Source: an optimization exercise on an open RTL-to-GDS flow (aim: small area, a short achievable clock period and few clock cycles per item). Production flows keep margins and buffers that such runs may drop.
Only simulation tests tie the RTL to the original design; equivalence was not proved.

==> flow/design.v (outline; a module is shown in full before it is edited, if it fits) <==
// module aes_sbox: 189 lines
// module inv_in_map: 13 lines
// module inv_core: 165 lines
// module inv_out_map: 13 lines
// module inv_key_map: 13 lines
// module inv_col_map: 37 lines
// module aes_inv_sbox: 201 lines
// module aes256_cbc_dec: 168 lines
module aes256_cbc_dec (
    input  wire         clk,
    input  wire         rst,           
    input  wire         key_valid,
    output wire         key_ready,
    input  wire [255:0] key,
    input  wire [127:0] iv,
    input  wire         in_valid,
    output wire         in_ready,
    input  wire [127:0] in_block,
    input  wire         in_last,
    output wire         out_valid,
    input  wire         out_ready,
    output wire [127:0] out_block,
    output wire         out_last,
    output wire         out_pad_ok,
    output wire [4:0]   out_pad_len
);
  // ...
==> flow/run.sh <==
#!/bin/bash
# synth_recipe.tcl (not shown) runs the flow's synth.tcl, then flattens the netlist and writes it again
# the make line also repeats each setting of config.mk as NAME=value (left out here)
make -C /OpenROAD-flow-scripts/flow DESIGN_CONFIG=/design/flow/config.mk WORK_HOME=/design/flow/orfs CLKGATE_MAP_FILE= SYNTH_SCRIPT=/design/flow/synth_recipe.tcl finish
==> flow/config.mk <==
export PLATFORM = sky130hd
export DESIGN_NAME = aes256_cbc_dec
export DESIGN_NICKNAME = aes256_cbc_dec
export VERILOG_FILES = /design/flow/design.v
export SDC_FILE = /design/flow/constraint.sdc
export NUM_CORES = 8
export LEC_CHECK = 0
export CAP_MARGIN = 20
export CORE_MARGIN = 2
export CORE_UTILIZATION = 40
export SETUP_SLACK_MARGIN = 5
export SLEW_MARGIN = 20
==> flow/constraint.sdc <==
create_clock -name core_clock -period 12.0 [get_ports {clk}]
set_input_delay 2.4000 -clock core_clock [delete_from_list [all_inputs] [get_ports {clk}]]
set_output_delay 2.4000 -clock core_clock [all_outputs]
set_load 0.01 [all_outputs]
==> flow_summary.ini, run 1 <==
[drt]
detail-route-antenna-nets = 0
highest_layer = met5

[clock_network]
cts-root-buf = clkbuf_16
cts_setup_buffers = 130
clock_path_buffers = 3

[synthesis]
ys_ff_latch = 783
synth_area_leaders = xnor2_1, edfxtp_1, xor2_1
synth_area_leader_cell = xnor2_1
muxShareOfSynthArea_pct = 4.49
synth.distinct_cells = 121
synth_top_family_by_area = XOR/XNOR gates
syn_avg_cell_area_um2 = 8.97

[sta]
fin_crit_ps = 7000
min_period_over_period_pct = 58.3
slew_viol_final = 0
layout_setup_ws_ps = 5000

[setup_path]
arrival_ps = 4600
max_stage_delay_ps = 530
rrSetupSlack_ps = 5010
crit_start = st[0]
path_delay_family = buffers and inverters
crit_end = out_pad_len[2]

[final_layout]
nFillCells = 21600
nFlopsAndLatches = 783
multiInputGateArea_um2 = 73400
final_common_cell = xnor2_1
seqCellArea_um2 = 20900
syn_to_final_growth_pct = 21.8

[run_status]
outcome = timing/DRC/antenna clean

[floorplanning]
pin_count = 656

[placed_design]
dp_hpwl_um = 365000
Testbench counts, summed over its fixed seeds: cycles 31,202, blocks 2,062.
==> module aes256_cbc_dec, before the edit <==
module aes256_cbc_dec (
    input  wire         clk,
    input  wire         rst,           
    input  wire         key_valid,
    output wire         key_ready,
    input  wire [255:0] key,
    input  wire [127:0] iv,
    input  wire         in_valid,
    output wire         in_ready,
    input  wire [127:0] in_block,
    input  wire         in_last,
    output wire         out_valid,
    input  wire         out_ready,
    output wire [127:0] out_block,
    output wire         out_last,
    output wire         out_pad_ok,
    output wire [4:0]   out_pad_len
);
    reg        open;       
    reg        kgot;       
    reg        kexp;       
    reg        kvalid;     
    reg [3:0]  kcnt;       
    reg        busy;       
    reg [3:0]  rnd;        
    reg        outv;       
    reg        cur_last;   
    reg [127:0] st;        
    reg [127:0] prev;      
    reg [255:0] kf;        
    reg [255:0] kw;        
    wire [31:0] f7   = kf[31:0];
    wire [31:0] frot = kcnt[0] ? f7 : {f7[23:0], f7[31:24]};
    wire [31:0] fsub;
    aes_sbox u_fs0 (.a(frot[31:24]), .y(fsub[31:24]));
    aes_sbox u_fs1 (.a(frot[23:16]), .y(fsub[23:16]));
    aes_sbox u_fs2 (.a(frot[15:8]),  .y(fsub[15:8]));
    aes_sbox u_fs3 (.a(frot[7:0]),   .y(fsub[7:0]));
    wire [7:0]  frcon = kcnt[0] ? 8'h00 : (8'h01 << kcnt[3:1]);
    wire [31:0] fn0 = kf[255:224] ^ fsub ^ {frcon, 24'h0};
    wire [31:0] fn1 = kf[223:192] ^ fn0;
    wire [31:0] fn2 = kf[191:160] ^ fn1;
    wire [31:0] fn3 = kf[159:128] ^ fn2;
    wire [255:0] kf_next = {kf[127:0], fn0, fn1, fn2, fn3};
    wire [31:0] b3   = kw[159:128];
    wire [31:0] brot = rnd[0] ? {b3[23:0], b3[31:24]} : b3;
    wire [31:0] bsub;
    aes_sbox u_bs0 (.a(brot[31:24]), .y(bsub[31:24]));
    aes_sbox u_bs1 (.a(brot[23:16]), .y(bsub[23:16]));
    aes_sbox u_bs2 (.a(brot[15:8]),  .y(bsub[15:8]));
    aes_sbox u_bs3 (.a(brot[7:0]),   .y(bsub[7:0]));
    wire [7:0]  brcon = rnd[0] ? (8'h01 << rnd[3:1]) : 8'h00;
    wire [31:0] bp0 = kw[127:96] ^ bsub ^ {brcon, 24'h0};
    wire [31:0] bp1 = kw[127:96] ^ kw[95:64];
    wire [31:0] bp2 = kw[95:64]  ^ kw[63:32];
    wire [31:0] bp3 = kw[63:32]  ^ kw[31:0];
    wire [255:0] kw_next = {bp0, bp1, bp2, bp3, kw[255:128]};
    wire [127:0] sr;
    genvar gr, gc;
    generate
        for (gc = 0; gc < 4; gc = gc + 1) begin : g_sr_c
            for (gr = 0; gr < 4; gr = gr + 1) begin : g_sr_r
                assign sr[127 - 8*(gr + 4*gc) -: 8] =
                       st[127 - 8*(gr + 4*((gc - gr + 4) % 4)) -: 8];
            end
        end
    endgenerate
    wire [127:0] inv, rkt, ark_t, pt_r, st_in;
    genvar gb;
    generate
        for (gb = 0; gb < 16; gb = gb + 1) begin : g_sb
            inv_core    u_inv (.a(sr[8*gb +: 8]),      .y(inv[8*gb +: 8]));
            inv_key_map u_key (.a(kw[128 + 8*gb +: 8]), .y(rkt[8*gb +: 8]));
            inv_out_map u_out (.a(ark_t[8*gb +: 8]),   .y(pt_r[8*gb +: 8]));
            inv_in_map  u_in  (.a(in_block[8*gb +: 8] ^ kf[8*gb +: 8]), .y(st_in[8*gb +: 8]));
        end
    endgenerate
    assign ark_t = inv ^ rkt;
    wire [127:0] mc;
    generate
        for (gc = 0; gc < 4; gc = gc + 1) begin : g_mc
            inv_col_map u_col (.a({ark_t[103 - 32*gc -: 8], ark_t[111 - 32*gc -: 8],
                                   ark_t[119 - 32*gc -: 8], ark_t[127 - 32*gc -: 8]}),
                               .y({mc[103 - 32*gc -: 8], mc[111 - 32*gc -: 8],
                                   mc[119 - 32*gc -: 8], mc[127 - 32*gc -: 8]}));
        end
    endgenerate
    assign key_ready = kgot && (!busy || rnd == 4'd0);
    assign in_ready  = busy && (cur_last ? (rnd == 4'd13) : (rnd == 4'd0));
    assign out_valid = outv;
    wire key_acc = key_valid && key_ready;
    wire kload   = key_valid && !open && !kgot;
    wire st_free = !busy && (!outv || out_ready);
    wire start   = in_valid && open && kvalid && st_free;
    always @(posedge clk) begin
        if (rst) begin
            open   <= 1'b0;
            kgot   <= 1'b0;
            kexp   <= 1'b0;
            kvalid <= 1'b0;
            busy   <= 1'b0;
            outv   <= 1'b0;
        end else begin
            if (kload) begin
                kgot   <= 1'b1;
                kexp   <= 1'b1;
                kvalid <= 1'b0;
                kcnt   <= 4'd0;
            end else if (kexp) begin
                kcnt <= kcnt + 4'd1;
                if (kcnt == 4'd12) begin
                    kexp   <= 1'b0;
                    kvalid <= 1'b1;
                end
            end
            if (key_acc) begin
                kgot <= 1'b0;
                open <= 1'b1;
            end
            if (busy && cur_last && rnd == 4'd13)
                open <= 1'b0;
            if (start) begin
                busy     <= 1'b1;
                rnd      <= 4'd13;
                cur_last <= in_last;
                outv     <= 1'b0;
            end else begin
                if (busy) begin
                    rnd <= rnd - 4'd1;
                    if (rnd == 4'd0) begin
                        busy <= 1'b0;
                        outv <= 1'b1;
                    end
                end
                if (outv && out_ready)
                    outv <= 1'b0;
            end
        end
    end
    always @(posedge clk) begin
        if (kload)
            kf <= key;
        else if (kexp)
            kf <= kf_next;
        kw <= start ? kf : kw_next;
        if (start)
            st <= st_in;
        else if (busy)
            st <= (rnd == 4'd0) ? (pt_r ^ prev) : mc;
        if (key_acc)
            prev <= iv;
        else if (busy && rnd == 4'd0 && !cur_last)
            prev <= in_block;
    end
    wire [7:0] pad = st[7:0];
    reg        pad_ok;
    integer    k;
    always @(*) begin
        pad_ok = (pad != 8'd0) && (pad <= 8'd16);
        for (k = 2; k <= 16; k = k + 1)
            if (k <= pad && st[8*(k-1) +: 8] != pad)
                pad_ok = 1'b0;
    end
    assign out_block   = st;
    assign out_last    = cur_last;
    assign out_pad_ok  = cur_last & pad_ok;
    assign out_pad_len = (cur_last & pad_ok) ? pad[4:0] : 5'd0;
endmodule
==> inputs of run 2 (changes only) <==
--- a/flow/design.v
+++ b/flow/design.v
@@ -187,6 +187,218 @@
     assign y[6] = ~(n175 ^ n167);
     assign y[7] = n147 ^ n168;
 endmodule
+module aes_sbox_a (
+    input  wire [7:0] a,
+    output wire [11:0] y
+);
+    wire n1 = a[0] ^ a[4];
+    wire n2 = a[1] ^ a[4];
+    wire n3 = n2 ^ a[6];
+    wire n4 = a[3] ^ a[4];
+    wire n5 = n4 ^ a[6];
+    wire n6 = a[1] ^ a[2];
+    wire n7 = n6 ^ a[6];
+    wire n8 = n7 ^ a[7];
+    wire n9 = a[2] ^ a[3];
+    wire n10 = n9 ^ a[5];
+    wire n11 = n10 ^ a[7];
+    wire n12 = n6 ^ a[3];
+    wire n13 = n12 ^ a[4];
+    wire n14 = n13 ^ a[5];
+    wire n15 = n14 ^ a[6];
+    wire n16 = a[5] ^ a[7];
+    wire n17 = n8 ^ n4;
+    wire n18 = n3 ^ a[7];
+    wire n19 = a[2] ^ a[5];
+    wire n20 = n5 ^ n19;
+    wire n21 = a[2] ^ a[7];
+    wire n22 = n5 ^ n21;
+    wire n23 = a[1] & n1;
+    wire n24 = n11 & n3;
+    wire n25 = n23 ^ n24;
+    wire n26 = n11 ^ a[1];
+    wire n27 = a[1] ^ a[6];
+    wire n28 = a[0] ^ n27;
+    wire n29 = n26 & n28;
+    wire n30 = n23 ^ n29;
+    wire n31 = a[3] ^ a[6];
+    wire n32 = a[0] ^ n31;
+    wire n33 = n21 ^ a[4];
+    wire n34 = n20 & n32;
+    wire n35 = n33 & n9;
+    wire n36 = n34 ^ n35;
+    wire n37 = a[5] ^ a[6];
+    wire n38 = a[4] ^ n37;
+    wire n39 = n22 ^ a[0];
+    wire n40 = n38 & n39;
+    wire n41 = n34 ^ n40;
+    wire n42 = n25 ^ n36;
+    wire n43 = n30 ^ n41;
+    wire n44 = n15 & n5;
+    wire n45 = n16 & n8;
+    wire n46 = n44 ^ n45;
+    wire n47 = n13 ^ a[7];
+    wire n48 = n17 & n47;
+    wire n49 = n44 ^ n48;
+    wire n50 = n45 ^ n48;
+    wire n51 = n25 ^ n50;
+    wire n52 = n30 ^ n46;
+    wire n53 = n17 ^ n51;
+    wire n54 = n52 ^ n16;
+    wire n55 = n18 ^ n42;
+    wire n56 = n22 ^ n43;
+    wire n57 = a[1] ^ a[3];
+    wire n58 = n1 ^ n57;
+    wire n59 = a[6] ^ a[7];
+    wire n60 = n9 ^ n59;
+    wire n61 = a[0] ^ a[6];
+    wire n62 = n21 ^ n61;
+    wire n63 = n51 ^ n62;
+    wire n64 = n10 ^ a[6];
+    wire n65 = n52 ^ n64;
+    wire n66 = n9 ^ a[6];
+    wire n67 = n42 ^ n66;
+    wire n68 = n2 ^ a[3];
+    wire n69 = n43 ^ n68;
+    wire n70 = n24 ^ n29;
+    wire n71 = n40 ^ a[2];
+    wire n72 = n35 ^ n71;
+    wire n73 = n70 ^ n72;
+    wire n74 = n3 ^ n73;
+    wire n75 = n63 & n67;
+    wire n76 = n65 & n69;
+    wire n77 = n75 ^ n76;
+    wire n78 = a[0] ^ a[3];
+    wire n79 = n70 ^ n78;
+    wire n80 = n49 ^ n79;
+    wire n81 = n16 ^ n80;
+    wire n82 = n74 & n81;
+    wire n83 = n75 ^ n82;
+    wire n84 = n67 ^ n77;
+    wire n85 = n74 ^ n83;
+    wire n86 = n77 ^ a[5];
+    wire n87 = n49 ^ n86;
+    wire n88 = n36 ^ n87;
+    wire n89 = n30 ^ n88;
+    wire n90 = n62 ^ n89;
+    wire n91 = n40 ^ a[5];
+    wire n92 = n35 ^ n91;
+    wire n93 = n83 ^ n92;
+    wire n94 = n46 ^ n93;
+    wire n95 = n25 ^ n94;
+    wire n96 = n68 ^ n95;
+    wire n97 = n82 ^ a[0];
+    wire n98 = n76 ^ n97;
+    wire n99 = n70 ^ n98;
+    wire n100 = n50 ^ n99;
+    wire n101 = n41 ^ n100;
+    wire n102 = n17 ^ n101;
+    wire n103 = n78 ^ a[7];
+    wire n104 = n50 ^ n103;
+    wire n105 = n36 ^ n104;
+    wire n106 = n41 ^ n46;
+    wire n107 = n19 ^ n106;
+    wire n108 = n3 ^ n107;
+    wire n109 = n102 & n105;
+    wire n110 = n108 & n96;
+    wire n111 = n109 ^ n110;
+    wire n112 = n35 ^ n40;
+    wire n113 = a[0] ^ a[7];
+    wire n114 = n112 ^ n113;
+    wire n115 = n49 ^ n114;
+    wire n116 = n15 ^ n115;
+    wire n117 = n116 & n90;
+    wire n118 = n109 ^ n117;
+    wire n119 = n102 & n67;
+    wire n120 = n69 & n96;
+    wire n121 = n119 ^ n120;
+    wire n122 = n74 & n90;
+    wire n123 = n119 ^ n122;
+    assign y[0] = n1;
+    assign y[1] = n3;
+    assign y[2] = n5;
+    assign y[3] = n8;
+    assign y[4] = a[1];
+    assign y[5] = n11;
+    assign y[6] = n15;
+    assign y[7] = n16;
+    assign y[8] = n111;
+    assign y[9] = n118;
+    assign y[10] = n121;
+    assign y[11] = n123;
+endmodule
+module aes_sbox_b (
+    input  wire [11:0] a,
+    output wire [7:0] y
+);
+    wire n1 = a[0] ^ a[4];
+    wire n2 = a[1] ^ a[5];
+    wire n3 = a[2] ^ a[6];
+    wire n4 = a[3] ^ a[7];
+    wire n5 = a[8] & n1;
+    wire n6 = a[9] & n2;
+    wire n7 = n5 ^ n6;
+    wire n8 = n1 ^ n2;
+    wire n9 = a[8] ^ a[9];
+    wire n10 = n8 & n9;
+    wire n11 = n5 ^ n10;
+    wire n12 = n1 ^ n3;
+    wire n13 = n2 ^ n4;
+    wire n14 = a[8] ^ a[10];
+    wire n15 = a[9] ^ a[11];
+    wire n16 = n12 & n14;
+    wire n17 = n13 & n15;
+    wire n18 = n16 ^ n17;
+    wire n19 = n3 ^ n4;
+    wire n20 = n8 ^ n19;
+    wire n21 = a[10] ^ a[11];
+    wire n22 = n9 ^ n21;
+    wire n23 = n20 & n22;
+    wire n24 = n16 ^ n23;
+    wire n25 = n7 ^ n18;
+    wire n26 = n11 ^ n24;
+    wire n27 = a[10] & n3;
+    wire n28 = a[11] & n4;
+    wire n29 = n27 ^ n28;
+    wire n30 = n19 & n21;
+    wire n31 = n27 ^ n30;
+    wire n32 = n28 ^ n30;
+    wire n33 = n7 ^ n32;
+    wire n34 = n11 ^ n29;
+    wire n35 = a[4] & a[8];
+    wire n36 = a[5] & a[9];
+    wire n37 = n35 ^ n36;
+    wire n38 = a[4] ^ a[5];
+    wire n39 = n38 & n9;
+    wire n40 = n35 ^ n39;
+    wire n41 = a[4] ^ a[6];
+    wire n42 = a[5] ^ a[7];
+    wire n43 = n14 & n41;
+    wire n44 = n15 & n42;
+    wire n45 = n43 ^ n44;
+    wire n46 = a[6] ^ a[7];
+    wire n47 = n38 ^ n46;
+    wire n48 = n22 & n47;
+    wire n49 = n43 ^ n48;
+    wire n50 = n37 ^ n45;
+    wire n51 = n40 ^ n49;
+    wire n52 = a[10] & a[6];
+    wire n53 = a[11] & a[7];
+    wire n54 = n52 ^ n53;
+    wire n55 = n21 & n46;
+    wire n56 = n52 ^ n55;
+    wire n57 = n53 ^ n55;
+    wire n58 = n37 ^ n57;
+    wire n59 = n40 ^ n54;
+    assign y[0] = ~(n33 ^ n25 ^ n26 ^ n50);
+    assign y[1] = ~(n33 ^ n34 ^ n51);
+    assign y[2] = n33 ^ n34 ^ n25 ^ n58 ^ n50 ^ n51;
+    assign y[3] = n33 ^ n25 ^ n26;
+    assign y[4] = n33 ^ n58 ^ n59 ^ n51;
+    assign y[5] = ~(n25 ^ n26 ^ n51);
+    assign y[6] = ~(n58 ^ n50);
+    assign y[7] = n25 ^ n51;
+endmodule
 module inv_in_map (
     input  wire [7:0] a,
     output wire [7:0] y
@@ -428,6 +640,193 @@
     assign y[30] = ~(a[1] ^ a[2] ^ a[5] ^ a[7] ^ a[10] ^ a[13] ^ a[14] ^ a[18] ^ a[20] ^ a[21] ^ a[23] ^ a[24] ^ a[25] ^ a[29] ^ a[30] ^ a[31]);
     assign y[31] = a[0] ^ a[2] ^ a[3] ^ a[4] ^ a[5] ^ a[8] ^ a[12] ^ a[17] ^ a[18] ^ a[25] ^ a[29] ^ a[31];
 endmodule
+module inv_core_a (
+    input  wire [7:0] a,
+    output wire [11:0] y
+);
+    wire n1 = a[4] ^ a[5];
+    wire n2 = n1 ^ a[6];
+    wire n3 = n2 ^ a[7];
+    wire n4 = a[5] ^ a[7];
+    wire n5 = a[0] & a[4];
+    wire n6 = a[1] & a[5];
+    wire n7 = n5 ^ n6;
+    wire n8 = a[0] ^ a[1];
+    wire n9 = n1 & n8;
+    wire n10 = n5 ^ n9;
+    wire n11 = a[4] ^ a[6];
+    wire n12 = a[0] ^ a[2];
+    wire n13 = a[1] ^ a[3];
+    wire n14 = n11 & n12;
+    wire n15 = n13 & n4;
+    wire n16 = n14 ^ n15;
+    wire n17 = a[2] ^ a[3];
+    wire n18 = n8 ^ n17;
+    wire n19 = n18 & n3;
+    wire n20 = n14 ^ n19;
+    wire n21 = n7 ^ n16;
+    wire n22 = n10 ^ n20;
+    wire n23 = a[2] & a[6];
+    wire n24 = a[3] & a[7];
+    wire n25 = n23 ^ n24;
+    wire n26 = a[6] ^ a[7];
+    wire n27 = n17 & n26;
+    wire n28 = n23 ^ n27;
+    wire n29 = n24 ^ n27;
+    wire n30 = n7 ^ n28;
+    wire n31 = n10 ^ n29;
+    wire n32 = n3 ^ n30;
+    wire n33 = n31 ^ n4;
+    wire n34 = n21 ^ a[5];
+    wire n35 = n22 ^ a[4];
+    wire n36 = n8 ^ a[3];
+    wire n37 = a[1] ^ a[2];
+    wire n38 = n32 ^ n36;
+    wire n39 = n33 ^ n37;
+    wire n40 = n34 ^ n17;
+    wire n41 = n35 ^ a[3];
+    wire n42 = n6 ^ n9;
+    wire n43 = n19 ^ a[2];
+    wire n44 = n15 ^ n43;
+    wire n45 = n42 ^ n44;
+    wire n46 = n1 ^ n45;
+    wire n47 = n38 & n40;
+    wire n48 = n39 & n41;
+    wire n49 = n47 ^ n48;
+    wire n50 = n42 ^ a[3];
+    wire n51 = n25 ^ n50;
+    wire n52 = n12 ^ n51;
+    wire n53 = n11 ^ n52;
+    wire n54 = n46 & n53;
+    wire n55 = n47 ^ n54;
+    wire n56 = n41 ^ n49;
+    wire n57 = n40 ^ n55;
+    wire n58 = n49 ^ a[6];
+    wire n59 = n25 ^ n58;
+    wire n60 = n20 ^ n59;
+    wire n61 = n12 ^ n60;
+    wire n62 = n7 ^ n61;
+    wire n63 = a[1] ^ a[7];
+    wire n64 = n55 ^ n63;
+    wire n65 = n29 ^ n64;
+    wire n66 = n16 ^ n65;
+    wire n67 = n50 ^ n66;
+    wire n68 = n15 ^ n19;
+    wire n69 = n48 ^ n54;
+    wire n70 = n68 ^ n69;
+    wire n71 = n28 ^ n70;
+    wire n72 = n26 ^ n71;
+    wire n73 = n10 ^ n72;
+    wire n74 = n18 ^ n73;
+    wire n75 = a[2] ^ a[7];
+    wire n76 = n28 ^ n75;
+    wire n77 = n16 ^ n76;
+    wire n78 = n11 ^ n77;
+    wire n79 = n8 ^ n78;
+    wire n80 = n29 ^ n75;
+    wire n81 = n20 ^ n80;
+    wire n82 = n13 ^ n81;
+    wire n83 = n1 ^ n82;
+    wire n84 = n74 & n79;
+    wire n85 = n67 & n83;
+    wire n86 = n84 ^ n85;
+    wire n87 = a[0] ^ a[3];
+    wire n88 = a[5] ^ a[6];
+    wire n89 = n87 ^ n88;
+    wire n90 = n68 ^ n89;
+    wire n91 = n25 ^ n90;
+    wire n92 = n62 & n91;
+    wire n93 = n84 ^ n92;
+    wire n94 = n40 & n74;
+    wire n95 = n41 & n67;
+    wire n96 = n94 ^ n95;
+    wire n97 = n46 & n62;
+    wire n98 = n94 ^ n97;
+    assign y[0] = a[0];
+    assign y[1] = a[1];
+    assign y[2] = a[2];
+    assign y[3] = a[3];
+    assign y[4] = a[4];
+    assign y[5] = a[5];
+    assign y[6] = a[6];
+    assign y[7] = a[7];
+    assign y[8] = n86;
+    assign y[9] = n93;
+    assign y[10] = n96;
+    assign y[11] = n98;
+endmodule
+module inv_core_b (
+    input  wire [11:0] a,
+    output wire [7:0] y
+);
+    wire n1 = a[0] ^ a[4];
+    wire n2 = a[1] ^ a[5];
+    wire n3 = a[2] ^ a[6];
+    wire n4 = a[3] ^ a[7];
+    wire n5 = a[8] & n1;
+    wire n6 = a[9] & n2;
+    wire n7 = n5 ^ n6;
+    wire n8 = n1 ^ n2;
+    wire n9 = a[8] ^ a[9];
+    wire n10 = n8 & n9;
+    wire n11 = n5 ^ n10;
+    wire n12 = n1 ^ n3;
+    wire n13 = n2 ^ n4;
+    wire n14 = a[8] ^ a[10];
+    wire n15 = a[9] ^ a[11];
+    wire n16 = n12 & n14;
+    wire n17 = n13 & n15;
+    wire n18 = n16 ^ n17;
+    wire n19 = n3 ^ n4;
+    wire n20 = n8 ^ n19;
+    wire n21 = a[10] ^ a[11];
+    wire n22 = n9 ^ n21;
+    wire n23 = n20 & n22;
+    wire n24 = n16 ^ n23;
+    wire n25 = n7 ^ n18;
+    wire n26 = n11 ^ n24;
+    wire n27 = a[10] & n3;
+    wire n28 = a[11] & n4;
+    wire n29 = n27 ^ n28;
+    wire n30 = n19 & n21;
+    wire n31 = n27 ^ n30;
+    wire n32 = n28 ^ n30;
+    wire n33 = n7 ^ n31;
+    wire n34 = n11 ^ n32;
+    wire n35 = a[4] & a[8];
+    wire n36 = a[5] & a[9];
+    wire n37 = n35 ^ n36;
+    wire n38 = a[4] ^ a[5];
+    wire n39 = n38 & n9;
+    wire n40 = n35 ^ n39;
+    wire n41 = a[4] ^ a[6];
+    wire n42 = a[5] ^ a[7];
+    wire n43 = n14 & n41;
+    wire n44 = n15 & n42;
+    wire n45 = n43 ^ n44;
+    wire n46 = a[6] ^ a[7];
+    wire n47 = n38 ^ n46;
+    wire n48 = n22 & n47;
+    wire n49 = n43 ^ n48;
+    wire n50 = n37 ^ n45;
+    wire n51 = n40 ^ n49;
+    wire n52 = a[10] & a[6];
+    wire n53 = a[11] & a[7];
+    wire n54 = n52 ^ n53;
+    wire n55 = n21 & n46;
+    wire n56 = n52 ^ n55;
+    wire n57 = n53 ^ n55;
+    wire n58 = n37 ^ n56;
+    wire n59 = n40 ^ n57;
+    assign y[0] = n33;
+    assign y[1] = n34;
+    assign y[2] = n25;
+    assign y[3] = n26;
+    assign y[4] = n58;
+    assign y[5] = n59;
+    assign y[6] = n50;
+    assign y[7] = n51;
+endmodule
 module aes_inv_sbox (
     input  wire [7:0] a,
     output wire [7:0] y
@@ -651,64 +1050,92 @@
     reg        kgot;       
     reg        kexp;       
     reg        kvalid;     
-    reg [3:0]  kcnt;       
-    reg        busy;       
+    reg [4:0]  kcnt;       
+    reg        act;        
+    reg [4:0]  cnt;
+    reg        d0, d1, d27, d28, d29;   
+    reg        dks;        
     reg [3:0]  rnd;        
-    reg        outv;       
-    reg        cur_last;   
-    reg [127:0] st;        
-    reg [127:0] prev;      
+    reg        has_y;      
+    reg        x_last;     
+    reg        y_last;     
+    reg        pend;       
+    reg        pend_last;
+    reg        nfirst;     
+    reg        s1pt;       
+    reg        s1last;     
+    reg        s1pad;      
+    reg        pad_ok_r;
+    reg [4:0]  pad_len_r;
+    reg        rdy_x;      
+    reg        rdy_yl;     
+    reg        rdy_y;      
+    reg        in_rdy_r, key_rdy_r, outv;
+    reg [127:0] s1;        
+    reg [191:0] r2;        
+    reg [127:0] ca;        
+    reg [127:0] cb;        
     reg [255:0] kf;        
     reg [255:0] kw;        
     wire [31:0] f7   = kf[31:0];
-    wire [31:0] frot = kcnt[0] ? f7 : {f7[23:0], f7[31:24]};
+    wire [31:0] frot = kcnt[1] ? f7 : {f7[23:0], f7[31:24]};
+    wire [47:0] fha;
+    reg  [47:0] fha_r;
     wire [31:0] fsub;
-    aes_sbox u_fs0 (.a(frot[31:24]), .y(fsub[31:24]));
-    aes_sbox u_fs1 (.a(frot[23:16]), .y(fsub[23:16]));
-    aes_sbox u_fs2 (.a(frot[15:8]),  .y(fsub[15:8]));
-    aes_sbox u_fs3 (.a(frot[7:0]),   .y(fsub[7:0]));
-    wire [7:0]  frcon = kcnt[0] ? 8'h00 : (8'h01 << kcnt[3:1]);
-    wire [31:0] fn0 = kf[255:224] ^ fsub ^ {frcon, 24'h0};
-    wire [31:0] fn1 = kf[223:192] ^ fn0;
-    wire [31:0] fn2 = kf[191:160] ^ fn1;
-    wire [31:0] fn3 = kf[159:128] ^ fn2;
-    wire [255:0] kf_next = {kf[127:0], fn0, fn1, fn2, fn3};
+    genvar gk;
+    generate
+        for (gk = 0; gk < 4; gk = gk + 1) begin : g_fs
+            aes_sbox_a u_a (.a(frot[8*gk +: 8]),   .y(fha[12*gk +: 12]));
+            aes_sbox_b u_b (.a(fha_r[12*gk +: 12]), .y(fsub[8*gk +: 8]));
+        end
+    endgenerate
+    wire [7:0]  frcon = kcnt[1] ? 8'h00 : (8'h01 << kcnt[4:2]);
+    wire [31:0] ft  = fsub ^ {frcon, 24'h0};
+    wire [31:0] fp1 = kf[255:224] ^ kf[223:192];
+    wire [31:0] fp2 = fp1 ^ kf[191:160];
+    wire [31:0] fp3 = fp2 ^ kf[159:128];
+    wire [255:0] kf_next = {kf[127:0], kf[255:224] ^ ft, fp1 ^ ft, fp2 ^ ft, fp3 ^ ft};
     wire [31:0] b3   = kw[159:128];
     wire [31:0] brot = rnd[0] ? {b3[23:0], b3[31:24]} : b3;
+    wire [47:0] bha;
+    reg  [47:0] bha_r;
     wire [31:0] bsub;
-    aes_sbox u_bs0 (.a(brot[31:24]), .y(bsub[31:24]));
-    aes_sbox u_bs1 (.a(brot[23:16]), .y(bsub[23:16]));
-    aes_sbox u_bs2 (.a(brot[15:8]),  .y(bsub[15:8]));
-    aes_sbox u_bs3 (.a(brot[7:0]),   .y(bsub[7:0]));
+    generate
+        for (gk = 0; gk < 4; gk = gk + 1) begin : g_bs
+            aes_sbox_a u_a (.a(brot[8*gk +: 8]),   .y(bha[12*gk +: 12]));
+            aes_sbox_b u_b (.a(bha_r[12*gk +: 12]), .y(bsub[8*gk +: 8]));
+        end
+    endgenerate
     wire [7:0]  brcon = rnd[0] ? (8'h01 << rnd[3:1]) : 8'h00;
     wire [31:0] bp0 = kw[127:96] ^ bsub ^ {brcon, 24'h0};
     wire [31:0] bp1 = kw[127:96] ^ kw[95:64];
     wire [31:0] bp2 = kw[95:64]  ^ kw[63:32];
     wire [31:0] bp3 = kw[63:32]  ^ kw[31:0];
     wire [255:0] kw_next = {bp0, bp1, bp2, bp3, kw[255:128]};
-    wire [127:0] sr;
-    genvar gr, gc;
+    wire [127:0] sr, inv;
+    wire [191:0] inv_a;
+    genvar gr, gc, gb;
     generate
         for (gc = 0; gc < 4; gc = gc + 1) begin : g_sr_c
             for (gr = 0; gr < 4; gr = gr + 1) begin : g_sr_r
                 assign sr[127 - 8*(gr + 4*gc) -: 8] =
-                       st[127 - 8*(gr + 4*((gc - gr + 4) % 4)) -: 8];
+                       s1[127 - 8*(gr + 4*((gc - gr + 4) % 4)) -: 8];
             end
         end
+        for (gb = 0; gb < 16; gb = gb + 1) begin : g_inv
+            inv_core_a u_inv (.a(sr[8*gb +: 8]), .y(inv_a[12*gb +: 12]));
+        end
     endgenerate
-    wire [127:0] inv, rkt, ark_t, pt_r, st_in;
-    genvar gb;
+    wire [127:0] chain = d27 ? ca : cb;
+    wire [127:0] blk   = pend ? cb : in_block;
+    wire [127:0] rkt, ark_t, pt, s1_in, mc;
     generate
-        for (gb = 0; gb < 16; gb = gb + 1) begin : g_sb
-            inv_core    u_inv (.a(sr[8*gb +: 8]),      .y(inv[8*gb +: 8]));
+        for (gb = 0; gb < 16; gb = gb + 1) begin : g_byte
+            inv_core_b  u_invb (.a(r2[12*gb +: 12]), .y(inv[8*gb +: 8]));
             inv_key_map u_key (.a(kw[128 + 8*gb +: 8]), .y(rkt[8*gb +: 8]));
-            inv_out_map u_out (.a(ark_t[8*gb +: 8]),   .y(pt_r[8*gb +: 8]));
-            inv_in_map  u_in  (.a(in_block[8*gb +: 8] ^ kf[8*gb +: 8]), .y(st_in[8*gb +: 8]));
+            inv_out_map u_out (.a(ark_t[8*gb +: 8]),   .y(pt[8*gb +: 8]));
+            inv_in_map  u_in  (.a(blk[8*gb +: 8] ^ kf[8*gb +: 8]), .y(s1_in[8*gb +: 8]));
         end
-    endgenerate
-    assign ark_t = inv ^ rkt;
-    wire [127:0] mc;
-    generate
         for (gc = 0; gc < 4; gc = gc + 1) begin : g_mc
             inv_col_map u_col (.a({ark_t[103 - 32*gc -: 8], ark_t[111 - 32*gc -: 8],
                                    ark_t[119 - 32*gc -: 8], ark_t[127 - 32*gc -: 8]}),
@@ -716,84 +1143,144 @@
                                    mc[119 - 32*gc -: 8], mc[127 - 32*gc -: 8]}));
         end
     endgenerate
-    assign key_ready = kgot && (!busy || rnd == 4'd0);
-    assign in_ready  = busy && (cur_last ? (rnd == 4'd13) : (rnd == 4'd0));
+    assign ark_t = inv ^ rkt;
+    wire [127:0] pt_c = pt ^ chain;
+    assign key_ready = key_rdy_r;
+    assign in_ready  = in_rdy_r;
     assign out_valid = outv;
-    wire key_acc = key_valid && key_ready;
-    wire kload   = key_valid && !open && !kgot;
-    wire st_free = !busy && (!outv || out_ready);
-    wire start   = in_valid && open && kvalid && st_free;
-    always @(posedge clk) begin
+    wire take    = outv && out_ready;
+    wire s1_free = !s1pt || take;
+    wire slot    = !act || d29;                         
+    wire key_acc = key_valid && key_rdy_r;
+    wire kload   = key_valid && !open && !kgot && !pend;
+    wire x_acc   = in_valid && rdy_x;
+    wire ld_x    = slot && s1_free && (pend || x_acc);
+    wire ld_y    = d0 && !x_last && in_valid;
+    wire fin_x   = d27;
+    wire fin_y   = d28 && has_y;
+    wire wr_y    = fin_y && s1_free;
+    wire hold_y  = fin_y && !s1_free;
+    reg        open_n, kgot_n, kexp_n, kvalid_n, act_n, has_y_n, x_last_n, y_last_n;
+    reg        pend_n, pend_last_n, nfirst_n, s1pt_n, s1last_n, s1pad_n;
+    reg [4:0]  kcnt_n, cnt_n;
+    reg [3:0]  rnd_n;
+    reg        d0_n, d1_n, d27_n, d28_n, d29_n, rdy_x_n, rdy_yl_n, rdy_y_n;
+    always @(*) begin
+        open_n = open;   kgot_n = kgot;   kexp_n = kexp;   kvalid_n = kvalid;
+        kcnt_n = kcnt;   act_n = act;     cnt_n = cnt;     rnd_n = rnd;
+        has_y_n = has_y; x_last_n = x_last; y_last_n = y_last;
+        pend_n = pend;   pend_last_n = pend_last; nfirst_n = nfirst;
+        s1pt_n = s1pt;   s1last_n = s1last; s1pad_n = s1pad;
         if (rst) begin
-            open   <= 1'b0;
-            kgot   <= 1'b0;
-            kexp   <= 1'b0;
-            kvalid <= 1'b0;
-            busy   <= 1'b0;
-            outv   <= 1'b0;
+            open_n = 1'b0; kgot_n = 1'b0; kexp_n = 1'b0; kvalid_n = 1'b0;
+            act_n = 1'b0;  pend_n = 1'b0; s1pt_n = 1'b0;
         end else begin
             if (kload) begin
-                kgot   <= 1'b1;
-                kexp   <= 1'b1;
-                kvalid <= 1'b0;
-                kcnt   <= 4'd0;
+                kgot_n = 1'b1; kexp_n = 1'b1; kvalid_n = 1'b0; kcnt_n = 5'd0;
             end else if (kexp) begin
-                kcnt <= kcnt + 4'd1;
-                if (kcnt == 4'd12) begin
-                    kexp   <= 1'b0;
-                    kvalid <= 1'b1;
+                kcnt_n = kcnt + 5'd1;
+                if (kcnt == 5'd25) begin
+                    kexp_n = 1'b0; kvalid_n = 1'b1;
                 end
             end
             if (key_acc) begin
-                kgot <= 1'b0;
-                open <= 1'b1;
+                kgot_n = 1'b0; open_n = 1'b1; nfirst_n = 1'b1;
             end
-            if (busy && cur_last && rnd == 4'd13)
-                open <= 1'b0;
-            if (start) begin
-                busy     <= 1'b1;
-                rnd      <= 4'd13;
-                cur_last <= in_last;
-                outv     <= 1'b0;
-            end else begin
-                if (busy) begin
-                    rnd <= rnd - 4'd1;
-                    if (rnd == 4'd0) begin
-                        busy <= 1'b0;
-                        outv <= 1'b1;
-                    end
+            if (x_acc) begin
+                open_n = !in_last;
+                nfirst_n = 1'b0;
+                if (!s1_free) begin
+                    pend_n = 1'b1; pend_last_n = in_last;
                 end
-                if (outv && out_ready)
-                    outv <= 1'b0;
+            end
+            if (in_valid && rdy_yl)
+                open_n = 1'b0;
+            if (ld_x) begin
+                act_n = 1'b1; cnt_n = 5'd0; rnd_n = 4'd13; pend_n = 1'b0;
+                x_last_n = pend ? pend_last : in_last;
+                has_y_n = 1'b0;
+            end else if (act) begin
+                if (!hold_y)
+                    cnt_n = cnt + 5'd1;
+                if (d29)
+                    act_n = 1'b0;
+                if (ld_y) begin
+                    has_y_n = 1'b1; y_last_n = in_last;
+                end
+                if (dks)
+                    rnd_n = rnd - 4'd1;
+            end
+            if (fin_x || wr_y) begin
+                s1pt_n = 1'b1;
+                s1last_n = fin_x ? x_last : y_last;
+                s1pad_n = 1'b0;
+            end else begin
+                if (take)
+                    s1pt_n = 1'b0;
+                if (s1pt && s1last && !s1pad)
+                    s1pad_n = 1'b1;
             end
         end
+        d0_n  = act_n && (cnt_n == 5'd0);
+        d1_n  = act_n && (cnt_n == 5'd1);
+        d27_n = act_n && (cnt_n == 5'd27);
+        d28_n = act_n && (cnt_n == 5'd28);
+        d29_n = act_n && (cnt_n == 5'd29);
+        rdy_x_n  = (!act_n || d29_n) && open_n && kvalid_n && !pend_n &&
+                   !(nfirst_n && (act_n || s1pt_n));
+        rdy_yl_n = d1_n  && has_y_n && y_last_n;
+        rdy_y_n  = d27_n && has_y_n && !y_last_n;
     end
     always @(posedge clk) begin
-        if (kload)
-            kf <= key;
-        else if (kexp)
-            kf <= kf_next;
-        kw <= start ? kf : kw_next;
-        if (start)
-            st <= st_in;
-        else if (busy)
-            st <= (rnd == 4'd0) ? (pt_r ^ prev) : mc;
-        if (key_acc)
-            prev <= iv;
-        else if (busy && rnd == 4'd0 && !cur_last)
-            prev <= in_block;
+        open <= open_n;   kgot <= kgot_n;   kexp <= kexp_n;   kvalid <= kvalid_n;
+        kcnt <= kcnt_n;   act <= act_n;     cnt <= cnt_n;     rnd <= rnd_n;
+        has_y <= has_y_n; x_last <= x_last_n; y_last <= y_last_n;
+        pend <= pend_n;   pend_last <= pend_last_n; nfirst <= nfirst_n;
+        s1pt <= s1pt_n;   s1last <= s1last_n; s1pad <= s1pad_n;
+        d0 <= d0_n; d1 <= d1_n; d27 <= d27_n; d28 <= d28_n; d29 <= d29_n;
+        dks <= act_n && !cnt_n[0] && (cnt_n >= 5'd2) && (cnt_n <= 5'd26);
+        rdy_x <= rdy_x_n; rdy_yl <= rdy_yl_n; rdy_y <= rdy_y_n;
+        in_rdy_r  <= rdy_x_n || rdy_yl_n || rdy_y_n;
+        key_rdy_r <= kgot_n && !pend_n && (!act_n || d27_n || d28_n || d29_n);
+        outv      <= s1pt_n && (!s1last_n || s1pad_n);
     end
-    wire [7:0] pad = st[7:0];
+    wire [7:0] pad = s1[7:0];
     reg        pad_ok;
     integer    k;
     always @(*) begin
         pad_ok = (pad != 8'd0) && (pad <= 8'd16);
         for (k = 2; k <= 16; k = k + 1)
-            if (k <= pad && st[8*(k-1) +: 8] != pad)
+            if (k <= pad && s1[8*(k-1) +: 8] != pad)
                 pad_ok = 1'b0;
     end
-    assign out_block   = st;
-    assign out_last    = cur_last;
-    assign out_pad_ok  = cur_last & pad_ok;
-    assign out_pad_len = (cur_last & pad_ok) ? pad[4:0] : 5'd0;
+    always @(posedge clk) begin
+        if (kload)
+            kf <= key;
+        else if (kexp && kcnt[0])
+            kf <= kf_next;
+        fha_r <= fha;
+        bha_r <= bha;
+        if (slot)
+            kw <= kf;
+        else if (dks)
+            kw <= kw_next;
+        if (s1_free)
+            s1 <= (slot || d0) ? s1_in : ((d27 || d28) ? pt_c : mc);
+        if (!hold_y)
+            r2 <= inv_a;
+        if (key_rdy_r)
+            ca <= iv;
+        else if (rdy_y)
+            ca <= in_block;
+        else if (fin_x && !has_y)
+            ca <= cb;              
+        if (rdy_x)
+            cb <= in_block;
+        pad_ok_r  <= pad_ok;
+        pad_len_r <= pad_ok ? pad[4:0] : 5'd0;
+    end
+    assign out_block   = s1;
+    assign out_last    = s1last;
+    assign out_pad_ok  = pad_ok_r;
+    assign out_pad_len = pad_len_r;
 endmodule
==> flow/flow/run.sh (new file) <==
#!/bin/bash
set -euo pipefail
margin=$(tr -d ' \n' < flow/setup_margin.txt)
sed "s|CLKGATE_MAP_FILE= |CLKGATE_MAP_FILE= SETUP_SLACK_MARGIN=${margin} |" standard.sh > standard_margin.sh
grep -q "SETUP_SLACK_MARGIN=${margin} " standard_margin.sh
# ORFS writes each step's full log under orfs/logs; make's own output goes here
bash standard_margin.sh > make_orfs.log 2>&1
==> flow/flow/setup_margin.txt (new file) <==
8
==> flow/standard.sh (new file) <==
#!/bin/bash
# synth_recipe.tcl (not shown) runs the flow's synth.tcl, then flattens the netlist and writes it again
# the make line also repeats each setting of config.mk as NAME=value (left out here)
make -C /OpenROAD-flow-scripts/flow DESIGN_CONFIG=/design/flow/config.mk WORK_HOME=/design/flow/orfs CLKGATE_MAP_FILE= SYNTH_SCRIPT=/design/flow/synth_recipe.tcl "${@:-finish}"
--- a/flow/config.mk
+++ b/flow/config.mk
@@ -7,6 +7,5 @@
 export LEC_CHECK = 0
 export CAP_MARGIN = 20
 export CORE_MARGIN = 2
-export CORE_UTILIZATION = 40
-export SETUP_SLACK_MARGIN = 5
+export CORE_UTILIZATION = 55
 export SLEW_MARGIN = 20
removed: flow/run.sh
==> flow_summary.ini, run 2 <==
[run_status]
outcome = timing/DRC/antenna clean

[global_routing]
grt_pass1_wl_um = 671000
grt_max_degree = 178
globalRouteOverflowTotal = 0
grt_pass1_vias = 88500
antenna_found_initial = 54
grt_usage_pct = 46.3

[clock_network]
clkLatencyLatePin_ps = 860
clk_pin_slew_ps = 60
tritoncts = done
clock_path_buffers = 3
cts-root-buf = clkbuf_16
htree_levels = 4
numClockSinks = 1229
cts_buffers = 149

[sta]
tns_ps = 0
fin_crit_ps = 4230
finClkSkew_ps = 82.0
clock.fmax_mhz = 236
worst-slew-pin-transition_ps = 1210
setup_viol = 0
rsz0062_at_grt = true
min_period_over_period_pct = 35.3
finalHoldViolCount = 0
slew_viol_final = 0
holdWs_ps = 501
layout_setup_ws_ps = 7770
max_slew_margin_pct = 19.0

[synthesis]
netlist_top_cells_count = xnor2_1, nand2_1, edfxtp_1
ys.flop_type = edfxtp_1
synth_compound_area_share_pct = 7.80
synth-simple-area-share_pct = 11.0
synthAdderAreaFrac_pct = 0.277
netlist.area_leader.share_pct = 29.5
synth_most_common_cell = xnor2_1
synth-edff-count = 1099
synth_area_leaders = edfxtp_1, xnor2_1, xor2_1
synth-async-reset-ratio_pct = 0
synth.distinct_cells = 106
syn_avg_cell_area_um2 = 9.64
yosys_warnings = 1
seq_area_frac_synth_pct = 31.8
muxShareOfSynthArea_pct = 7.40
syn_nets = 12100
synth_xor_area_share_pct = 38.7
synthesis.area_um2 = 112000
synth_top_family_by_area = XOR/XNOR gates
netlist_instances = 11600
ys_ff_latch = 1229
synth_area_leader_cell = edfxtp_1

[floorplanning]
coreArea_um2 = 202000
row_count = 165
die_w_um = 455
pin_count = 656
die_area_um2 = 207000
initial_utilization_pct = 55.4
die_height_um = 455

[hold_path]
hold_class = register to register
min_from = nfirst

[final_layout]
reg_top3 = kf: 256 flops, kw: 256 flops, r2: 192 flops
final_cell_mix = xnor2_1, nand2_1, edfxtp_1
nFillCells = 15700
drive_above_1_share_pct = 15.8
final_nets = 13100
final_common_cell = xnor2_1
syn_to_final_growth_pct = 22.2

[run]
cap_violations = 0

[placed_design]
post-place-ws_ps = 5770
port_buffers = 655
globalplace.congestion = 1.04
dp_hpwl_um = 360000

[setup_path]
crit_slowest_cell = a21oi_1
r2r-start = kf[28]
crit_path_end_kind = register
critPathRequiredTime_ps = 12690
crit_start = kf[28]
worstSetupPathType = register to register
crit_chain = buf_4 -> xor2_1 -> nor2_1 -> a21oi_1 -> o21ai_0 -> a31oi_1 -> xnor3_1 -> a21oi_2 -> xnor2_1 -> xnor2_1 -> nand2_2 -> xnor2_4
startpoint_type = register
arrival_ps = 4920
crit_path_max_fanout = 14
cp_common_cell = xnor2_1
max_stage_delay_ps = 810

[drt]
wl_per_cell_um = 32.4
drc = 0
avgViaCountPerCell = 6.15
drtIter0Drc = 13200
wl_um = 497000
detail-route-antenna-nets = 0
firstDrtPassIters = 6
vias = 94500
==> run 2: cell count changes after synthesis, moves of 53 or more <==
cell / delta
mux2i_1: +363
edfxtp_1: +578
buf_1: +58
a21oi_1: +151
o21ai_0: +296
nor2_1: +248
nand2_1: -272
dfxtp_1: -132
ha_1: -148
mux2_2: +53
xor2_1: -54
clkbuf_1: +168
nor2b_1: +70
==> run 2: cell type report <==
cell class              count  area, um2  share of cell area, %
diodes                     41        103                 0.0750
clock buffers             186       3930                   2.87
repair inverters            2       13.8                 0.0101
repair buffers           1422      14500                   10.6
well taps                2672       3340                   2.44
clock inverters            87        995                  0.727
multi-input cells        9584      77700                   56.8
inverters                 128        518                  0.379
flip-flops and latches   1229      35600                   26.1
==> run 2: worst max-delay path: cells and delay by family (launching register included) <==
family | cells | cell delay (ps)
buffers and inverters | 1 | 370
DFF | 1 | 320
AOI/OAI and AO/OA | 4 | 1710
xor gates and xnor gates | 5 | 1410
and+or+nand+nor | 2 | 250
==> run 2: final timing paths <==
check        endpoint  slack (ps)  depth (start not counted)
max          fha_r[9]        7770                         12
min            nfirst         500                          2
max reg2reg  fha_r[9]        7770                         12
min reg2reg    nfirst         500                          2
==> run 2: metal layers <==
layer  vias up  routed length (um)  track usage, %
met5         -                 120               0
met2      6338              205000            65.9
li1      40800                   -               -
met1     45900              175000            57.0
met4        18               48800            37.2
met3      1474               67600            15.7
==> run 2: cells by family (layout without fill, tap and decap cells) <==
group | Yosys count | count (layout)
fa+ha+maj | 26 | 26
compound gates | 1496 | 1496
other cells | 0 | 41
mux | 771 | 771
flops | 1229 | 1229
buf+inv | 792 | 1825
xor+xnor | 4382 | 4382
simple gates | 2905 | 2909
==> run 2: metrics by stage <==
stage          area, um2  util, %  std cells
2_1_floorplan     112000        -      11600
3_3_place_gp      121000     59.8      14500
3_5_place_dp      121000     59.8      14500
4_1_cts           132000     65.3      15100
5_1_grt           137000     67.6      15300
6_report          137000     67.7      15400
==> run 2: repair_timing <==
item | in CTS | in global routing
pin swaps | 24 | 76
buffers inserted | 301 | 222
gates resized for setup | 1086 | 380
setup endpoints to repair | 892 | 281
gates cloned | 32 | 2
hold buffers | 0 | 0
Testbench counts of run 2, summed over its fixed seeds: cycles 32,558, blocks 2,062.
==> inputs of run 3 (changes only) <==
--- a/flow/design.v
+++ b/flow/design.v
@@ -1079,16 +1079,7 @@
     reg [255:0] kw;        
     wire [31:0] f7   = kf[31:0];
     wire [31:0] frot = kcnt[1] ? f7 : {f7[23:0], f7[31:24]};
-    wire [47:0] fha;
-    reg  [47:0] fha_r;
-    wire [31:0] fsub;
-    genvar gk;
-    generate
-        for (gk = 0; gk < 4; gk = gk + 1) begin : g_fs
-            aes_sbox_a u_a (.a(frot[8*gk +: 8]),   .y(fha[12*gk +: 12]));
-            aes_sbox_b u_b (.a(fha_r[12*gk +: 12]), .y(fsub[8*gk +: 8]));
-        end
-    endgenerate
+    wire [31:0] fsub = ssub;
     wire [7:0]  frcon = kcnt[1] ? 8'h00 : (8'h01 << kcnt[4:2]);
     wire [31:0] ft  = fsub ^ {frcon, 24'h0};
     wire [31:0] fp1 = kf[255:224] ^ kf[223:192];
@@ -1097,13 +1088,17 @@
     wire [255:0] kf_next = {kf[127:0], kf[255:224] ^ ft, fp1 ^ ft, fp2 ^ ft, fp3 ^ ft};
     wire [31:0] b3   = kw[159:128];
     wire [31:0] brot = rnd[0] ? {b3[23:0], b3[31:24]} : b3;
-    wire [47:0] bha;
-    reg  [47:0] bha_r;
-    wire [31:0] bsub;
+    wire [31:0] bsub = ssub;
+    wire        sel_f = kexp && !kcnt[0];
+    wire [31:0] srot  = sel_f ? frot : brot;
+    wire [47:0] sha;
+    reg  [47:0] sha_r;
+    wire [31:0] ssub;
+    genvar gk;
     generate
-        for (gk = 0; gk < 4; gk = gk + 1) begin : g_bs
-            aes_sbox_a u_a (.a(brot[8*gk +: 8]),   .y(bha[12*gk +: 12]));
-            aes_sbox_b u_b (.a(bha_r[12*gk +: 12]), .y(bsub[8*gk +: 8]));
+        for (gk = 0; gk < 4; gk = gk + 1) begin : g_ks
+            aes_sbox_a u_a (.a(srot[8*gk +: 8]),   .y(sha[12*gk +: 12]));
+            aes_sbox_b u_b (.a(sha_r[12*gk +: 12]), .y(ssub[8*gk +: 8]));
         end
     endgenerate
     wire [7:0]  brcon = rnd[0] ? (8'h01 << rnd[3:1]) : 8'h00;
@@ -1126,7 +1121,6 @@
             inv_core_a u_inv (.a(sr[8*gb +: 8]), .y(inv_a[12*gb +: 12]));
         end
     endgenerate
-    wire [127:0] chain = d27 ? ca : cb;
     wire [127:0] blk   = pend ? cb : in_block;
     wire [127:0] rkt, ark_t, pt, s1_in, mc;
     generate
@@ -1144,7 +1138,7 @@
         end
     endgenerate
     assign ark_t = inv ^ rkt;
-    wire [127:0] pt_c = pt ^ chain;
+    wire [127:0] pt_c = pt ^ ca;
     assign key_ready = key_rdy_r;
     assign in_ready  = in_rdy_r;
     assign out_valid = outv;
@@ -1152,7 +1146,7 @@
     wire s1_free = !s1pt || take;
     wire slot    = !act || d29;                         
     wire key_acc = key_valid && key_rdy_r;
-    wire kload   = key_valid && !open && !kgot && !pend;
+    wire kload   = key_valid && !open && !kgot && !pend && (!act || cnt[0] || d28);
     wire x_acc   = in_valid && rdy_x;
     wire ld_x    = slot && s1_free && (pend || x_acc);
     wire ld_y    = d0 && !x_last && in_valid;
@@ -1241,7 +1235,8 @@
         dks <= act_n && !cnt_n[0] && (cnt_n >= 5'd2) && (cnt_n <= 5'd26);
         rdy_x <= rdy_x_n; rdy_yl <= rdy_yl_n; rdy_y <= rdy_y_n;
         in_rdy_r  <= rdy_x_n || rdy_yl_n || rdy_y_n;
-        key_rdy_r <= kgot_n && !pend_n && (!act_n || d27_n || d28_n || d29_n);
+        key_rdy_r <= kgot_n && !pend_n &&
+                     (!act_n || d29_n || ((d27_n || d28_n) && !has_y_n));
         outv      <= s1pt_n && (!s1last_n || s1pad_n);
     end
     wire [7:0] pad = s1[7:0];
@@ -1258,8 +1253,7 @@
             kf <= key;
         else if (kexp && kcnt[0])
             kf <= kf_next;
-        fha_r <= fha;
-        bha_r <= bha;
+        sha_r <= sha;
         if (slot)
             kw <= kf;
         else if (dks)
@@ -1270,11 +1264,9 @@
             r2 <= inv_a;
         if (key_rdy_r)
             ca <= iv;
-        else if (rdy_y)
-            ca <= in_block;
-        else if (fin_x && !has_y)
-            ca <= cb;              
-        if (rdy_x)
+        else if (d27 || (d28 && s1_free))
+            ca <= cb;
+        if (rdy_x || rdy_y)
             cb <= in_block;
         pad_ok_r  <= pad_ok;
         pad_len_r <= pad_ok ? pad[4:0] : 5'd0;
==> flow_summary.ini, run 3 <==
[synthesis]
synth_area_leaders = edfxtp_1, xnor2_1, xor2_1
ys_ff_latch = 1181
netlist.area_leader.share_pct = 32.5
yosys_warnings = 1
synth-edff-count = 1099
synth.distinct_cells = 99
ys.flop_type = edfxtp_1
synth_area_leader_cell = edfxtp_1
syn_nets = 11000
syn_avg_cell_area_um2 = 9.69
synthesis.area_um2 = 101000
synth-async-reset-ratio_pct = 0
netlist_top_cells_count = xnor2_1, nand2_1, xor2_1
netlist_instances = 10500
seq_area_frac_synth_pct = 34.1
synth_most_common_cell = xnor2_1

[global_routing]
antenna_found_initial = 42
grt_max_degree = 211
grt_usage_pct = 46.0
grt_pass1_vias = 80200
grt_pass1_wl_um = 604000
globalRouteOverflowTotal = 0

[final_layout]
reg_top3 = kf: 256 flops, kw: 256 flops, r2: 192 flops
final_nets = 11900
syn_to_final_growth_pct = 23.1
drive_above_1_share_pct = 16.7
final_common_cell = xnor2_1
final_cell_mix = xnor2_1, nand2_1, edfxtp_1

[setup_path]
startpoint_type = register
crit_path_max_fanout = 6
crit_slowest_cell = nor4_1
max_stage_delay_ps = 1120
path_delay_family = simple AND/OR/NAND/NOR gates
crit_chain = buf_4 -> buf_4 -> xor2_1 -> nor4_1 -> a21oi_1 -> nor3_1 -> nand2_1 -> nor4_2 -> and2_1
critPathRequiredTime_ps = 12720
crit_buf_inv = 2
arrival_ps = 4890
cp_common_cell = buf_4
crit_path_end_kind = register
worstSetupPathType = register to register

[floorplanning]
pin_count = 656
coreArea_um2 = 183000
die_area_um2 = 188000
die_height_um = 434
die_w_um = 434
row_count = 157
initial_utilization_pct = 55.4

[drt]
avgViaCountPerCell = 6.16
wl_um = 448000
vias = 85900
firstDrtPassIters = 6
wl_per_cell_um = 32.2
detail-route-antenna-nets = 0
drc = 0
drtIter0Drc = 13400

[sta]
finClkSkew_ps = 77.8
tns_ps = 0
layout_setup_ws_ps = 7830
worst-slew-pin-transition_ps = 1370
slew_viol_final = 0
max_slew_margin_pct = 8.12
setup_viol = 0
min_period_over_period_pct = 34.8
fin_crit_ps = 4170
holdWs_ps = 519
rsz0062_at_grt = true
clock.fmax_mhz = 240
finalHoldViolCount = 0

[placed_design]
post-place-ws_ps = 6150
globalplace.congestion = 1.09
port_buffers = 655
dp_hpwl_um = 320000

[clock_network]
cts-root-buf = clkbuf_16
clock_path_buffers = 3
clkLatencyLatePin_ps = 860
clk_pin_slew_ps = 60
cts_buffers = 135
numClockSinks = 1181
tritoncts = done
htree_levels = 4
hold_buffers = 0

[hold_path]
hold_class = register to register

[run]
cap_violations = 0

[run_status]
outcome = timing/DRC/antenna clean
[run 3: worst register-to-register path: stages (launching register included)]
cell and delay (ps):
edfxtp_1 530, buf_4 250, buf_4 190, xor2_1 180, nor4_1 1120, a21oi_1 470
nor3_1 330, nand2_1 120, nor4_2 650, and2_1 230
[run 3: area by class of cell]
class	count	area (um2)
Sequential cell	1181	34700
Fill cell	14100	58300
Timing Repair Buffer	1327	13200
Multi-Input combinational cell	8640	69100
Timing Repair inverter	2	12.5
Tap cell	2464	3080
Clock inverter	73	956
Clock buffer	171	3560
Antenna cell	9	22.5
Inverter	76	298
[run 3: final timing paths]
path,start,endpoint,slack (ps),cells past startpoint
max,s1[3],pad_len_r[1],7830,9
min,s1pad,s1pad,520,2
max reg2reg,s1[3],pad_len_r[1],7830,9
min reg2reg,s1pad,s1pad,520,2
[run 3: logic make-up (layout without fill, tap and decap cells)]
kind of cell / count (synthesis) / count (layout) / synth area share, %
compound gates: 1296 / 1298 / 7.66
xor+xnor: 4048 / 4048 / 37.4
fa+ha+maj: 26 / 26 / 0.308
buf+inv: 665 / 1649 / 2.68
flops: 1181 / 1181 / 34.1
mux: 617 / 617 / 6.65
other cells: 0 / 9 / 0
simple gates: 2646 / 2651 / 11.2
[run 3: routing by layer]
layer	wire length, um	GRT usage, %
met5	201	0
met4	42900	36.8
met2	187000	65.5
met3	57500	11.9
met1	161000	58.9
[run 3: timing repair]
action	in CTS	in global routing
resized for setup	1009	354
endpoints found under the setup margin	930	548
buffers inserted	303	149
cloned	25	9
pin swaps	43	58
[run 3: through the flow]
stage	area, um2	cells	util [%]
5_1_grt	125000	13900	68.2
6_report	125000	13900	68.2
4_1_cts	121000	13800	66.0
3_5_place_dp	111000	13200	60.3
2_1_floorplan	102000	10500	-
3_3_place_gp	110000	13200	60.3
Testbench counts of run 3, summed over its fixed seeds: cycles 32,558, blocks 2,062.
==> inputs of run 4 (changes only) <==
==> flow/flow/run.sh (replaced) <==
#!/bin/bash
set -euo pipefail
margin=$(tr -d ' \n' < flow/setup_margin.txt)
portbuf=$(tr -d ' \n' < flow/port_buffer.txt)
extra="SETUP_SLACK_MARGIN=${margin} 'BUFFER_PORTS_ARGS=-buffer_cell ${portbuf}'"
sed "s|CLKGATE_MAP_FILE= |CLKGATE_MAP_FILE= ${extra} |" standard.sh > standard_margin.sh
grep -q "SETUP_SLACK_MARGIN=${margin} " standard_margin.sh
# ORFS writes each step's full log under orfs/logs; make's own output goes here
bash standard_margin.sh > make_orfs.log 2>&1
==> flow/flow/port_buffer.txt (new file) <==
sky130_fd_sc_hd__buf_1
==> flow_summary.ini, run 4 <==
[run_status]
outcome = timing/DRC/antenna clean

[run]
cap_violations = 0

[setup_path]
worstSetupPathType = register to output pin
startpoint_type = register
crit_path_end_kind = output pin
crit_start = s1[3]
timing.rr.end = s1[121]
r2r-start = kw[246]
crit_path_max_fanout = 2
critPathRequiredTime_ps = 9600
arrival_ps = 1750
rrSetupSlack_ps = 7900
crit_end = out_block[3]
reg2reg_depth = 11

[sta]
finClkSkew_ps = 82.3
setup_viol = 0
tns_ps = 0
holdWs_ps = 488
clock.fmax_mhz = 241
layout_setup_ws_ps = 7850
min_period_over_period_pct = 34.6
worst-slew-pin-transition_ps = 1150
max_slew_margin_pct = 23.3
fin_crit_ps = 4150
rsz0062_at_grt = true
finalHoldViolCount = 0
slew_viol_final = 0

[floorplanning]
row_count = 157
die_height_um = 434
initial_utilization_pct = 55.4
pin_count = 656
die_w_um = 434
coreArea_um2 = 183000
die_area_um2 = 188000

[drt]
drc = 0
drtIter0Drc = 12300
wl_per_cell_um = 31.0
vias = 84500
wl_um = 431000
detail-route-antenna-nets = 0
firstDrtPassIters = 6
avgViaCountPerCell = 6.09

[synthesis]
syn_avg_cell_area_um2 = 9.69
yosys_warnings = 1
ys.flop_type = edfxtp_1
synthesis.area_um2 = 101000
netlist_top_cells_count = xnor2_1, nand2_1, xor2_1
ys_ff_latch = 1181
netlist.area_leader.share_pct = 32.5
synth_area_leaders = edfxtp_1, xnor2_1, xor2_1
synth-async-reset-ratio_pct = 0
synth-edff-count = 1099
muxShareOfSynthArea_pct = 6.65
synth-simple-area-share_pct = 11.2
synth_area_leader_cell = edfxtp_1
synthAdderAreaFrac_pct = 0.308
synth_most_common_cell = xnor2_1
synth_top_family_by_area = XOR/XNOR gates
netlist_instances = 10500
synth.distinct_cells = 99
seq_area_frac_synth_pct = 34.1
synth_compound_area_share_pct = 7.66
syn_nets = 11000
synth_xor_area_share_pct = 37.4

[global_routing]
grt_pass1_wl_um = 585000
grt_max_degree = 143
grt_usage_pct = 44.4
grt_pass1_vias = 78000
antenna_found_initial = 37
globalRouteOverflowTotal = 0

[clock_network]
cts-root-buf = clkbuf_16
numClockSinks = 1181
tritoncts = done
cts_buffers = 137
clk_pin_slew_ps = 60
clock_path_buffers = 3
htree_levels = 4
clkLatencyLatePin_ps = 870

[placed_design]
post-place-ws_ps = 5930
dp_hpwl_um = 313000
dp.cells = 13200
placed_cell_area_um2 = 106000
port_buffers = 655
globalplace.congestion = 1.08

[final_layout]
drive_above_1_share_pct = 15.2
multiInputGateArea_um2 = 68300
instances_no_fill = 13900
final_nets = 11800
reg_top3 = kf: 256 flops, kw: 256 flops, r2: 192 flops
final_common_cell = xnor2_1
syn_to_final_growth_pct = 18.4
seqCellArea_um2 = 34700
post-route-util_pct = 65.6
final_cell_mix = xnor2_1, nand2_1, edfxtp_1
fin_area_um2 = 120000
nFillCells = 14800

[hold_path]
min_from = s1pad
hold_class = register to register
## run 4: final cells by class
type                    count  share of cell area (%)
inverters                  76                   0.246
repair inverters            2                  0.0104
multi-input cells        8638                    56.9
diodes                     14                  0.0292
clock buffers             167                    3.00
flip-flops and latches   1181                    28.9
well taps                2464                    2.57
repair buffers           1271                    7.61
clock inverters            73                   0.838
## run 4: cells by family after synthesis
| group | Yosys count |
|---|---|
| fa+ha+maj | 26 |
| buf+inv | 665 |
| mux | 617 |
| xor+xnor | 4048 |
| compound gates | 1296 |
| flops | 1181 |
| simple gates | 2646 |
## run 4: worst max-delay path: stages, from the launching register on
cell and delay [ps]:
edfxtp_1 380, buf_6 160, buf_12 130, buf_16 130, buf_6 110
## run 4: metal layers
layer  up-vias  GRT usage (%)  share of wire [%]
met3      1140           10.1                 12
li1      36800              -                  -
met2      5397           63.5                 42
met1     41200           58.3                 37
met4        16           33.5                9.2
met5         -              0              0.023
## run 4: how the worst min path moves through the flow
stage,endpoint,cells past startpoint,slack (ps)
after floorplan,s1pad,2,440
after global placement,s1pad,2,440
after detailed placement,s1pad,2,470
after CTS,s1pad,2,480
after global routing,s1pad,2,520
final,s1pad,2,490
## run 4: what timing repair did
action,CTS,global route
gates resized for setup,503,338
hold buffers,0,0
pin swaps,27,53
setup buffers,259,143
endpoints found under the hold margin,0,0
gates cloned,20,6
setup endpoints to repair,846,485

[port drivers added, routing unchanged]
How much do the figures lean on ideal ports? The routed layouts below were timed once more, with nothing changed but the port constraints. Step 1 sets driving cells, clkbuf_16 on the clock port and buf_2 on the other inputs (assumed; they add their load-dependent delay and slew). Step 2 moves the port delays by t, midway between the first and last clock arrival at a register: inputs arrive t later, outputs are due t later. That takes back most of the time a late clock gives input paths. Three values: ideal, step 1, step 2; two values: the first two.
run	t, ns	setup WS [ns]	worst slew at a driven data input, ns
run 1	0.815	5.001 / 4.899 / 5.011	0.12
run 2	0.917	7.767 / 7.767 / 7.145	0.25
run 3	0.922	7.830 / 7.802 / 7.048	0.08
run 4	0.925	7.848 / 7.750 / 7.185	0.23
After both steps setup and hold are still met in every run listed. The setup slack of run 3, which loses most, moves by -0.028 ns with the drivers and by -0.782 ns with both steps.
